Context: an optimization exercise on an open-source flow, tuned for small area, a short achievable clock period and few clock cycles. The choices shown serve that exercise and are no tape-out recipe.
RTL that was checked went through simulation tests only; none was proved equivalent to the original.
Power figures rest on the tool's default switching activity, not on a simulated workload.

==> inputs of wip/onyx <==
==> flow/design.v <==
module cmdproc (
    input  wire        clk,
    input  wire        rst,           
    input  wire        start,
    input  wire [63:0] start_base,
    input  wire [31:0] start_count,
    output wire        idle,
    output wire        done,
    output wire        faulted,
    output wire [2:0]  f_code,
    output wire        f_hdr_valid,
    output wire [63:0] f_hdr_addr,
    output wire [31:0] f_hdr_word,
    output wire        f_call_valid,
    output wire [13:0] f_method,
    output wire [2:0]  f_subch,
    output wire [1:0]  f_argi,
    output wire        f_value_valid,
    output wire [31:0] f_value,
    output wire        xl_req,
    output wire [63:0] xl_va,
    input  wire        xl_rsp,
    input  wire        xl_err,
    input  wire [63:0] xl_pa,
    output wire        rd_req,
    output wire [63:0] rd_addr,
    input  wire        rd_rsp,
    input  wire        rd_err,
    input  wire [31:0] rd_data,
    output wire        ev_valid,
    output wire [2:0]  ev_kind,
    output wire [13:0] ev_method,
    output wire [2:0]  ev_subch,
    output wire [31:0] ev_value,
    output wire [1:0]  ev_rem,
    output wire [1:0]  ev_len,
    output wire [31:0] ev_code0,
    output wire [31:0] ev_code1,
    output wire [31:0] ev_code2
);
    localparam [2:0] EV_SUBMIT = 3'd4;
    localparam [2:0] EV_DIAG   = 3'd5;
    localparam [2:0] F_UNKNOWN_MODE       = 3'd1;
    localparam [2:0] F_INCREASE_ONCE_ZERO = 3'd2;
    localparam [2:0] F_BIND_CONFLICT      = 3'd3;
    localparam [2:0] F_UNBOUND_SUBCHANNEL = 3'd4;
    localparam [2:0] F_UNKNOWN_ENGINE     = 3'd5;
    localparam [2:0] F_MACRO_NO_ENTRY     = 3'd6;
    localparam [2:0] F_PORT               = 3'd7;
    reg         st_idle;       
    reg         st_xl;         
    reg         st_hq;         
    reg         st_hw;         
    reg         st_aw;         
    reg         st_inl;        
    reg         st_rew;        
    reg         st_flt;        
    reg  [7:0]  bound;
    reg  [1:0]  cls [0:7];
    reg         mac_act;
    reg  [31:0] mac_entry;
    reg  [1:0]  mac_len;
    reg  [31:0] mac_code0;     
    reg  [31:0] mac_code1;
    reg  [63:0] cur;           
    reg  [2:0]  hmid;          
    reg         hcy;           
    reg  [31:0] rcnt;          
    reg         pos;           
    reg         ovf;           
    reg  [31:0] hdr;
    reg  [1:0]  argi;
    reg  [13:0] cmeth;
    reg         cfault;        
    reg         cev;           
    reg  [2:0]  ckind;
    reg         clast;         
    reg  [2:0]  fcode;
    reg         fpa;           
    reg         q_hwa;         
    reg         q_hwp;         
    reg         q_hwd;         
    reg         q_awq;         
    reg         q_awd;         
    reg         q_awe;         
    reg         q_qp;          
    reg         q_qd;          
    reg         q_ie;          
    wire [2:0]  h_mode = hdr[31:29];
    wire [2:0]  h_sc   = hdr[15:13];
    wire [1:0]  h_n    = hdr[17:16];
    wire        h_inl  = (h_mode == 3'd5);
    wire [1:0]  crem   = h_inl ? 2'd0 : (h_n - argi - 2'd1);
    wire [31:0] inl32  = {21'd0, hdr[28:18]};
    wire [2:0]  r_mode = rd_data[31:29];
    wire [1:0]  r_n    = rd_data[17:16];
    wire [2:0]  r_sc   = rd_data[15:13];
    wire        r_inl  = (r_mode == 3'd5);
    wire        r_nz   = rd_data[17] | rd_data[16];
    wire        r_bad  = r_mode[2] & r_mode[1];                     
    wire        r_le4  = ~r_mode[2] | ~(r_mode[1] | r_mode[0]);      
    function [4:0] outcome;    
        input [13:0] m;
        input        last;
        input        bnd;
        input [1:0]  cl;
        input        act;
        begin
            if (m == 14'h47)       outcome = 5'b00_000;
            else if (m == 14'h46)  outcome = act ? {1'b0, last, EV_SUBMIT} : 5'b10_000;
            else if (m == 14'h00)  outcome = bnd ? 5'b10_000 : 5'b00_000;
            else if (m < 14'h100)  outcome = {2'b01, EV_DIAG};
            else if (!bnd || cl == 2'd0) outcome = 5'b10_000;
            else                   outcome = {2'b01, 1'b0, cl};
        end
    endfunction
    wire        last0 = r_inl | (r_n == 2'd1);
    wire [4:0]  oc0 = outcome({1'b0, rd_data[12:0]}, last0,
                              bound[r_sc], cls[r_sc], mac_act);
    wire        c_bind = (cmeth == 14'h00);
    wire        c_m47  = (cmeth == 14'h47);
    wire        c_m46  = (cmeth == 14'h46);
    wire        inc    = (h_mode[2:1] == 2'b00) | ((h_mode == 3'd4) & (argi == 2'd0));
    wire [13:0] nmeth  = cmeth + {13'd0, inc};
    wire        lastn  = (h_n == (argi + 2'd2));
    wire [4:0]  ocn = outcome(nmeth, lastn,
                              bound[h_sc] | c_bind, cls[h_sc], mac_act | c_m47);
    wire [2:0]  dcode = c_m46  ? F_MACRO_NO_ENTRY :
                        c_bind ? F_BIND_CONFLICT :
                        bound[h_sc] ? F_UNKNOWN_ENGINE : F_UNBOUND_SUBCHANNEL;
    wire        xok   = xl_rsp & ~xl_err;
    wire        rok   = rd_rsp & ~rd_err;
    wire        x_ovf = (&xl_pa[63:2]) & (|xl_pa[1:0]);
    wire        areq = rok & ((q_hwa & r_nz & r_le4) | (q_awq & ~clast));
    wire        hreq = (rok & ((q_hwp & ~r_mode[2] & ~r_nz) | (q_awq & clast))) | q_qp;
    assign rd_req  = (rok & ((~r_mode[2] & ((q_hwa & r_nz) | q_hwp)) |
                             (q_hwa & r_nz & ~r_mode[1] & ~r_mode[0]) |
                             q_awq)) | q_qp;
    assign done    = (rok & ((q_hwd & ~r_mode[2] & ~r_nz) | q_awd)) | q_qd;
    assign idle    = st_idle | (done & start);
    assign faulted = st_flt;
    assign xl_req  = start & (st_idle | done);
    assign xl_va   = start_base;
    assign rd_addr = cur;
    wire        disp  = (st_aw & rok) | st_inl;
    wire        dok   = disp & ~cfault;
    wire        dlast = dok & clast;
    wire [31:0] val   = st_inl ? inl32 : rd_data;
    wire        e_sub = ckind[2] & ~ckind[0];
    wire        e_rd  = ~st_inl;
    wire        e0_rg = (mac_len != 2'd0);
    wire        e1_rg = (mac_len != 2'd1);
    assign ev_valid  = (rok & q_awe) | q_ie;
    assign ev_kind   = ckind;
    assign ev_method = cmeth;
    assign ev_subch  = h_sc;
    assign ev_value  = ({32{e_rd & ~e_sub}}  & rd_data) |
                       ({32{st_inl & ~e_sub}} & inl32) |
                       ({32{e_sub}} & mac_entry);
    assign ev_rem    = crem;
    assign ev_len    = mac_len + 2'd1;
    assign ev_code0  = ({32{e_rd & ~e0_rg}}  & rd_data) |
                       ({32{st_inl & ~e0_rg}} & inl32) |
                       ({32{e0_rg}} & mac_code0);
    assign ev_code1  = ({32{e_rd & ~e1_rg}}  & rd_data) |
                       ({32{st_inl & ~e1_rg}} & inl32) |
                       ({32{e1_rg}} & mac_code1);
    assign ev_code2  = ({32{e_rd}} & rd_data) | ({32{st_inl}} & inl32);
    wire f_disp = (fcode != F_UNKNOWN_MODE) & (fcode != F_INCREASE_ONCE_ZERO) &
                  (fcode != F_PORT);
    assign f_code        = fcode;
    assign f_hdr_valid   = (fcode != F_PORT) | fpa;
    assign f_hdr_addr    = cur;
    assign f_hdr_word    = hdr;
    assign f_call_valid  = f_disp | ((fcode == F_PORT) & fpa);
    assign f_method      = cmeth;
    assign f_subch       = h_sc;
    assign f_argi        = argi;
    assign f_value_valid = f_disp;
    assign f_value       = mac_code0;
    wire hw_in  = st_hw & rok;                          
    wire adv    = dok & ~clast;                         
    wire flt_port0 = (st_xl & xl_rsp & xl_err) | (st_hq & pos & ovf) |
                     (st_hw & rd_rsp & rd_err) |
                     (hw_in & ~r_mode[2] & ~r_nz & pos & ovf) |
                     (dlast & pos & ovf);
    wire flt_port1 = (hw_in & r_nz & r_le4 & ovf) |
                     (st_aw & rd_rsp & rd_err) |
                     (adv & st_aw & ovf);
    wire flt_mode  = hw_in & r_bad;
    wire flt_ioz   = hw_in & (r_mode == 3'd4) & ~r_nz;
    wire flt_disp  = disp & cfault;
    wire flt_any   = flt_port0 | flt_port1 | flt_mode | flt_ioz | flt_disp;
    wire n_hq  = ~rst & st_xl & xok;
    wire n_hw  = ~rst & (hreq | (st_hw & ~rd_rsp));
    wire n_aw  = ~rst & (areq | (st_aw & ~rd_rsp));
    wire n_inl = ~rst & hw_in & r_inl;
    wire        mid_cy = &cur[4:2];
    wire        hi_c   = st_rew ? hcy : mid_cy;
    wire [58:0] hi_x   = cur[63:5] ^ {59{st_rew}};
    wire [58:0] hi_s   = hi_x + {58'd0, hi_c};
    wire [2:0]  mid_n  = st_rew ? hmid : cur[4:2] + 3'd1;
    wire [63:0] cur_n  = {hi_s ^ {59{st_rew}}, mid_n, cur[1:0]};
    wire        ovf_r  = (&cur[63:3]) & (|cur[2:0]);        
    wire        n_ovf  = (st_xl & xok) ? x_ovf : (hreq | areq) ? ovf_r : ovf;
    wire        n_pos  = (idle & start) ? (start_count != 32'd0) :
                         ((hreq | areq) & pos) ? (rcnt != 32'd1) : pos;
    wire [4:0]  n_oc   = hw_in ? oc0 : adv ? ocn : {cfault, cev, ckind};
    wire        n_last = hw_in ? last0 : adv ? lastn : clast;
    wire        n_cf   = n_oc[4];
    wire        n_ce   = n_oc[3];
    always @(posedge clk) begin
        st_hq  <= n_hq;
        st_hw  <= n_hw;
        st_aw  <= n_aw;
        st_inl <= n_inl;
        q_hwa  <= n_hw & ~n_ovf;
        q_hwp  <= n_hw & ~n_ovf & n_pos;
        q_hwd  <= n_hw & ~n_pos;
        q_awq  <= n_aw & ~n_cf & ~n_ovf & (~n_last | n_pos);
        q_awd  <= n_aw & ~n_cf & n_last & ~n_pos;
        q_awe  <= n_aw & n_ce;
        q_qp   <= (n_hq | (n_inl & ~n_cf)) & n_pos & ~n_ovf;
        q_qd   <= (n_hq | (n_inl & ~n_cf)) & ~n_pos;
        q_ie   <= n_inl & n_ce;
        if (rst) begin
            st_idle <= 1'b1;
            st_xl   <= 1'b0;
            st_rew  <= 1'b0;
            st_flt  <= 1'b0;
            bound   <= 8'd0;
            mac_act <= 1'b0;
            mac_len <= 2'd0;
        end else begin
            st_idle <= (st_idle | done) & ~start;
            st_xl   <= (idle & start) | (st_xl & ~xl_rsp);
            st_rew  <= flt_any;
            st_flt  <= st_flt | st_rew;
            if (dok) begin
                if (c_m47) begin
                    mac_act   <= 1'b1;
                    mac_entry <= val;
                    mac_len   <= 2'd0;
                end else if (c_m46) begin
                    if (clast) begin
                        mac_act <= 1'b0;
                        mac_len <= 2'd0;
                    end else begin
                        mac_len <= mac_len + 2'd1;
                    end
                end else if (c_bind) begin
                    bound[h_sc] <= 1'b1;
                end
            end
        end
        if (dok & c_bind)
            cls[h_sc] <= (val == 32'h20) ? 2'd1 :
                         (val == 32'h07) ? 2'd2 :
                         (val == 32'h30) ? 2'd3 : 2'd0;
        if ((dok & c_m46 & ~clast & (mac_len == 2'd0)) | flt_disp)
            mac_code0 <= val;
        if (dok & c_m46 & ~clast & (mac_len == 2'd1))
            mac_code1 <= val;
        ovf <= n_ovf;
        pos <= n_pos;
        if (idle & start)
            rcnt <= start_count;
        else if ((hreq | areq) & pos)
            rcnt <= rcnt - 32'd1;
        if (st_xl & xok)
            cur <= xl_pa;
        else if (hreq | areq | st_rew)
            cur <= cur_n;
        if (hreq) begin
            hmid <= cur[4:2];
            hcy  <= mid_cy;
        end else if (areq)
            hcy  <= hcy | mid_cy;
        {cfault, cev, ckind} <= n_oc;
        clast <= n_last;
        if (hw_in) begin
            hdr   <= rd_data;
            argi  <= 2'd0;
            cmeth <= {1'b0, rd_data[12:0]};
        end else if (adv) begin
            argi  <= argi + 2'd1;
            cmeth <= nmeth;
        end
        if (flt_port0 | flt_port1) begin
            fcode <= F_PORT;
            fpa   <= flt_port1;
        end else if (flt_mode)
            fcode <= F_UNKNOWN_MODE;
        else if (flt_ioz)
            fcode <= F_INCREASE_ONCE_ZERO;
        else if (flt_disp)
            fcode <= dcode;
    end
endmodule
==> flow/flow/run.sh <==
#!/bin/bash
# Standard layout, with the port buffers made from the smallest buffer cell
# and a clock tree of small buffers without dummy loads.
set -e
export BUFFER_PORTS_ARGS="-buffer_cell sky130_fd_sc_hd__buf_1"
export CTS_ARGS="-sink_clustering_enable -repair_clock_nets -dont_use_dummy_load -buf_list sky130_fd_sc_hd__clkbuf_4"
bash standard.sh > standard.log 2>&1
==> flow/standard.sh <==
#!/bin/bash
# synth_recipe.tcl (not shown) runs the flow's synth.tcl, then flattens the netlist and writes it again
# the make line also repeats each setting of config.mk as NAME=value (left out here)
make -C /OpenROAD-flow-scripts/flow DESIGN_CONFIG=/design/flow/config.mk WORK_HOME=/design/flow/orfs CLKGATE_MAP_FILE= SYNTH_SCRIPT=/design/flow/synth_recipe.tcl "${@:-finish}"
==> flow/config.mk <==
export PLATFORM = sky130hd
export DESIGN_NAME = cmdproc
export DESIGN_NICKNAME = cmdproc
export VERILOG_FILES = /design/flow/design.v
export SDC_FILE = /design/flow/constraint.sdc
export NUM_CORES = 4
export LEC_CHECK = 0
export CAP_MARGIN = 20
export CORE_MARGIN = 2
export CORE_UTILIZATION = 40
export SETUP_SLACK_MARGIN = 5
export SLEW_MARGIN = 20
export TNS_END_PERCENT = 10
==> flow/constraint.sdc <==
create_clock -name core_clock -period 8.0 [get_ports {clk}]
set_input_delay 1.6000 -clock core_clock [delete_from_list [all_inputs] [get_ports {clk}]]
set_output_delay 1.6000 -clock core_clock [all_outputs]
set_load 0.01 [all_outputs]
==> inputs of wip/umber, as changes to wip/onyx <==
--- a/flow/design.v
+++ b/flow/design.v
@@ -87,4 +87,8 @@
     reg         q_qd;          
     reg         q_ie;          
+    reg         sv_rd, sv_in, sv_me;
+    reg         s0_rd, s0_in, s0_rg;
+    reg         s1_rd, s1_in, s1_rg;
+    reg         s2_rd, s2_in;
     wire [2:0]  h_mode = hdr[31:29];
     wire [2:0]  h_sc   = hdr[15:13];
@@ -138,7 +142,8 @@
                              q_awq)) | q_qp;
     assign done    = (rok & ((q_hwd & ~r_mode[2] & ~r_nz) | q_awd)) | q_qd;
-    assign idle    = st_idle | (done & start);
+    wire   done_c  = (rok & q_awd) | q_qd;
+    assign idle    = st_idle | (done_c & start);
     assign faulted = st_flt;
-    assign xl_req  = start & (st_idle | done);
+    assign xl_req  = start & (st_idle | done_c);
     assign xl_va   = start_base;
     assign rd_addr = cur;
@@ -147,24 +152,17 @@
     wire        dlast = dok & clast;
     wire [31:0] val   = st_inl ? inl32 : rd_data;
-    wire        e_sub = ckind[2] & ~ckind[0];
-    wire        e_rd  = ~st_inl;
-    wire        e0_rg = (mac_len != 2'd0);
-    wire        e1_rg = (mac_len != 2'd1);
     assign ev_valid  = (rok & q_awe) | q_ie;
     assign ev_kind   = ckind;
     assign ev_method = cmeth;
     assign ev_subch  = h_sc;
-    assign ev_value  = ({32{e_rd & ~e_sub}}  & rd_data) |
-                       ({32{st_inl & ~e_sub}} & inl32) |
-                       ({32{e_sub}} & mac_entry);
+    assign ev_value  = ({32{sv_rd}} & rd_data) | ({32{sv_in}} & inl32) |
+                       ({32{sv_me}} & mac_entry);
     assign ev_rem    = crem;
     assign ev_len    = mac_len + 2'd1;
-    assign ev_code0  = ({32{e_rd & ~e0_rg}}  & rd_data) |
-                       ({32{st_inl & ~e0_rg}} & inl32) |
-                       ({32{e0_rg}} & mac_code0);
-    assign ev_code1  = ({32{e_rd & ~e1_rg}}  & rd_data) |
-                       ({32{st_inl & ~e1_rg}} & inl32) |
-                       ({32{e1_rg}} & mac_code1);
-    assign ev_code2  = ({32{e_rd}} & rd_data) | ({32{st_inl}} & inl32);
+    assign ev_code0  = ({32{s0_rd}} & rd_data) | ({32{s0_in}} & inl32) |
+                       ({32{s0_rg}} & mac_code0);
+    assign ev_code1  = ({32{s1_rd}} & rd_data) | ({32{s1_in}} & inl32) |
+                       ({32{s1_rg}} & mac_code1);
+    assign ev_code2  = ({32{s2_rd}} & rd_data) | ({32{s2_in}} & inl32);
     wire f_disp = (fcode != F_UNKNOWN_MODE) & (fcode != F_INCREASE_ONCE_ZERO) &
                   (fcode != F_PORT);
@@ -199,7 +197,26 @@
     wire        hi_c   = st_rew ? hcy : mid_cy;
     wire [58:0] hi_x   = cur[63:5] ^ {59{st_rew}};
-    wire [58:0] hi_s   = hi_x + {58'd0, hi_c};
+    wire [7:0]  grp_all;
+    wire [7:0]  grp_in;
+    wire [58:0] hi_p;
+    genvar g, b;
+    generate
+        for (g = 0; g < 8; g = g + 1) begin : grp
+            localparam integer W = (g == 7) ? 3 : 8;
+            wire [W:0] p;
+            assign p[0] = grp_in[g];
+            for (b = 0; b < W; b = b + 1) begin : bit_
+                assign hi_p[8*g+b] = p[b];
+                assign p[b+1] = p[b] & hi_x[8*g+b];
+            end
+            assign grp_all[g] = &hi_x[8*g + W - 1 : 8*g];
+        end
+        assign grp_in[0] = hi_c;
+        for (g = 1; g < 8; g = g + 1) begin : gcarry
+            assign grp_in[g] = grp_in[g-1] & grp_all[g-1];
+        end
+    endgenerate
     wire [2:0]  mid_n  = st_rew ? hmid : cur[4:2] + 3'd1;
-    wire [63:0] cur_n  = {hi_s ^ {59{st_rew}}, mid_n, cur[1:0]};
+    wire [63:0] cur_n  = {cur[63:5] ^ hi_p, mid_n, cur[1:0]};
     wire        ovf_r  = (&cur[63:3]) & (|cur[2:0]);        
     wire        n_ovf  = (st_xl & xok) ? x_ovf : (hreq | areq) ? ovf_r : ovf;
@@ -210,4 +227,8 @@
     wire        n_cf   = n_oc[4];
     wire        n_ce   = n_oc[3];
+    wire        n_sub  = n_oc[2] & ~n_oc[0];
+    wire [1:0]  n_mlen = rst ? 2'd0 :
+                         (dok & (c_m47 | (c_m46 & clast))) ? 2'd0 :
+                         (dok & c_m46) ? mac_len + 2'd1 : mac_len;
     always @(posedge clk) begin
         st_hq  <= n_hq;
@@ -224,4 +245,16 @@
         q_qd   <= (n_hq | (n_inl & ~n_cf)) & ~n_pos;
         q_ie   <= n_inl & n_ce;
+        sv_rd  <= ~n_inl & ~n_sub;
+        sv_in  <= n_inl & ~n_sub;
+        sv_me  <= n_sub;
+        s0_rd  <= ~n_inl & (n_mlen == 2'd0);
+        s0_in  <= n_inl & (n_mlen == 2'd0);
+        s0_rg  <= (n_mlen != 2'd0);
+        s1_rd  <= ~n_inl & (n_mlen == 2'd1);
+        s1_in  <= n_inl & (n_mlen == 2'd1);
+        s1_rg  <= (n_mlen != 2'd1);
+        s2_rd  <= ~n_inl;
+        s2_in  <= n_inl;
+        mac_len <= n_mlen;
         if (rst) begin
             st_idle <= 1'b1;
@@ -231,7 +264,6 @@
             bound   <= 8'd0;
             mac_act <= 1'b0;
-            mac_len <= 2'd0;
         end else begin
-            st_idle <= (st_idle | done) & ~start;
+            st_idle <= (st_idle | done) & ~(idle & start);
             st_xl   <= (idle & start) | (st_xl & ~xl_rsp);
             st_rew  <= flt_any;
@@ -241,12 +273,7 @@
                     mac_act   <= 1'b1;
                     mac_entry <= val;
-                    mac_len   <= 2'd0;
                 end else if (c_m46) begin
-                    if (clast) begin
+                    if (clast)
                         mac_act <= 1'b0;
-                        mac_len <= 2'd0;
-                    end else begin
-                        mac_len <= mac_len + 2'd1;
-                    end
                 end else if (c_bind) begin
                     bound[h_sc] <= 1'b1;
@@ -261,5 +288,5 @@
             mac_code0 <= val;
         if (dok & c_m46 & ~clast & (mac_len == 2'd1))
-            mac_code1 <= val;
+            mac_code1 <= rd_data;      
         ovf <= n_ovf;
         pos <= n_pos;
--- a/flow/config.mk
+++ b/flow/config.mk
@@ -11,3 +11,3 @@
 export SETUP_SLACK_MARGIN = 5
 export SLEW_MARGIN = 20
-export TNS_END_PERCENT = 10
+export TNS_END_PERCENT = 0
==> inputs of wip/delta, as changes to wip/onyx <==
--- a/flow/design.v
+++ b/flow/design.v
@@ -78,4 +78,5 @@
     reg  [2:0]  fcode;
     reg         fpa;           
+    reg         q_xp;          
     reg         q_hwa;         
     reg         q_hwp;         
@@ -131,10 +132,12 @@
     wire        xok   = xl_rsp & ~xl_err;
     wire        rok   = rd_rsp & ~rd_err;
-    wire        x_ovf = (&xl_pa[63:2]) & (|xl_pa[1:0]);
+    wire        x_fast = xok & q_xp & ~(&xl_pa[63:60]);    
     wire        areq = rok & ((q_hwa & r_nz & r_le4) | (q_awq & ~clast));
-    wire        hreq = (rok & ((q_hwp & ~r_mode[2] & ~r_nz) | (q_awq & clast))) | q_qp;
+    wire        hreq = (rok & ((q_hwp & ~r_mode[2] & ~r_nz) | (q_awq & clast))) | q_qp |
+                       x_fast;
     assign rd_req  = (rok & ((~r_mode[2] & ((q_hwa & r_nz) | q_hwp)) |
                              (q_hwa & r_nz & ~r_mode[1] & ~r_mode[0]) |
-                             q_awq)) | q_qp;
+                             q_awq)) | q_qp |
+                     (xl_rsp & ~xl_err & q_xp & ~(&xl_pa[63:60]));
     assign done    = (rok & ((q_hwd & ~r_mode[2] & ~r_nz) | q_awd)) | q_qd;
     assign idle    = st_idle | (done & start);
@@ -142,5 +145,6 @@
     assign xl_req  = start & (st_idle | done);
     assign xl_va   = start_base;
-    assign rd_addr = cur;
+    wire [63:0] addr = st_xl ? xl_pa : cur;
+    assign rd_addr = addr;
     wire        disp  = (st_aw & rok) | st_inl;
     wire        dok   = disp & ~cfault;
@@ -192,16 +196,19 @@
     wire flt_disp  = disp & cfault;
     wire flt_any   = flt_port0 | flt_port1 | flt_mode | flt_ioz | flt_disp;
-    wire n_hq  = ~rst & st_xl & xok;
+    wire n_hq  = ~rst & st_xl & xok & ~x_fast;
     wire n_hw  = ~rst & (hreq | (st_hw & ~rd_rsp));
     wire n_aw  = ~rst & (areq | (st_aw & ~rd_rsp));
     wire n_inl = ~rst & hw_in & r_inl;
-    wire        mid_cy = &cur[4:2];
-    wire        hi_c   = st_rew ? hcy : mid_cy;
-    wire [58:0] hi_x   = cur[63:5] ^ {59{st_rew}};
+    wire        rq     = hreq | areq;
+    wire        mid_cy = &addr[4:2];
+    wire        hi_c   = st_rew ? hcy : (rq & mid_cy);
+    wire [58:0] hi_x   = addr[63:5] ^ {59{st_rew}};
     wire [58:0] hi_s   = hi_x + {58'd0, hi_c};
-    wire [2:0]  mid_n  = st_rew ? hmid : cur[4:2] + 3'd1;
-    wire [63:0] cur_n  = {hi_s ^ {59{st_rew}}, mid_n, cur[1:0]};
-    wire        ovf_r  = (&cur[63:3]) & (|cur[2:0]);        
-    wire        n_ovf  = (st_xl & xok) ? x_ovf : (hreq | areq) ? ovf_r : ovf;
+    wire [2:0]  mid_n  = st_rew ? hmid : addr[4:2] + {2'd0, rq};
+    wire [63:0] cur_n  = {hi_s ^ {59{st_rew}}, mid_n, addr[1:0]};
+    wire        top_1  = &addr[63:3];
+    wire        ovf_r  = top_1 & (|addr[2:0]);       
+    wire        x_ovf  = top_1 & addr[2] & (|addr[1:0]);    
+    wire        n_ovf  = rq ? ovf_r : (st_xl & xok) ? x_ovf : ovf;
     wire        n_pos  = (idle & start) ? (start_count != 32'd0) :
                          ((hreq | areq) & pos) ? (rcnt != 32'd1) : pos;
@@ -215,4 +222,5 @@
         st_aw  <= n_aw;
         st_inl <= n_inl;
+        q_xp   <= ~rst & ((idle & start) | (st_xl & ~xl_rsp)) & n_pos;
         q_hwa  <= n_hw & ~n_ovf;
         q_hwp  <= n_hw & ~n_ovf & n_pos;
@@ -268,10 +276,8 @@
         else if ((hreq | areq) & pos)
             rcnt <= rcnt - 32'd1;
-        if (st_xl & xok)
-            cur <= xl_pa;
-        else if (hreq | areq | st_rew)
+        if ((st_xl & xok) | rq | st_rew)
             cur <= cur_n;
         if (hreq) begin
-            hmid <= cur[4:2];
+            hmid <= addr[4:2];
             hcy  <= mid_cy;
         end else if (areq)
==> flow/flow/run.sh (replaced) <==
#!/bin/bash
# Standard layout, with the port buffers made from the smallest buffer cell.
set -e
export BUFFER_PORTS_ARGS="-buffer_cell sky130_fd_sc_hd__buf_1"
bash standard.sh > standard.log 2>&1
--- a/flow/config.mk
+++ b/flow/config.mk
@@ -11,3 +11,3 @@
 export SETUP_SLACK_MARGIN = 5
 export SLEW_MARGIN = 20
-export TNS_END_PERCENT = 10
+export TNS_END_PERCENT = 4
==> notes <==
wip/delta finished with timing, DRC and antenna clean. wip/umber produced a clean layout. wip/onyx finished clean. Core utilization, highest first: wip/onyx, wip/delta, wip/umber. Against wip/onyx, the via count of wip/umber is smaller by about 2.2%. Critical path depth, lowest first: wip/umber, wip/onyx, wip/delta. In wip/onyx the first-iteration DRC count is lower than in wip/delta, by about 7%. Clock skew, highest first: wip/umber, wip/onyx, wip/delta. Area after synthesis, highest first: wip/umber, wip/delta, wip/onyx. Sequential power: wip/umber is higher than wip/onyx (about 4%). Die area: wip/umber > wip/delta > wip/onyx. Total power, highest first: wip/delta, wip/umber, wip/onyx.
Testbench counts of wip/umber, summed over its fixed seeds: cycles 20,254.
Function not checked in wip/onyx and wip/delta: the RTL went through the layout flow alone.

## afterwards: timing with drivers on the ports
No port has a modelled driver above. Below, the same layouts with a new extraction and two added sets of constraints.
Step 1 assumes that a clkbuf_16 drives the clock port and a buf_2 every other input.
Step 2, shift: input delay + t, output delay - t, t = (earliest + latest rising clock arrival at the registers) / 2. This alone moves slack from input paths to output paths.
a / b / c = ideal / step 1 / step 2; a / b = the first two.
| run | t, ns | setup WS [ns] | hold slack, ns | worst register clock-pin slew, ns |
|---|---|---|---|---|
| wip/onyx | 0.820 | 3.881 / 3.832 / 3.298 | 0.475 / 0.475 / 0.475 | 0.07 / 0.07 |
| wip/umber | 0.831 | 3.887 / 3.811 / 3.296 | 0.463 / 0.463 / 0.463 | 0.07 / 0.07 |
| wip/delta | 0.599 | 3.753 / 3.654 / 3.398 | 0.470 / 0.470 / 0.470 | 0.06 / 0.06 |
After both steps setup and hold are still met in every run listed. The setup slack of wip/umber, which loses most, moves by -0.076 ns with the drivers and by -0.591 ns with both steps.
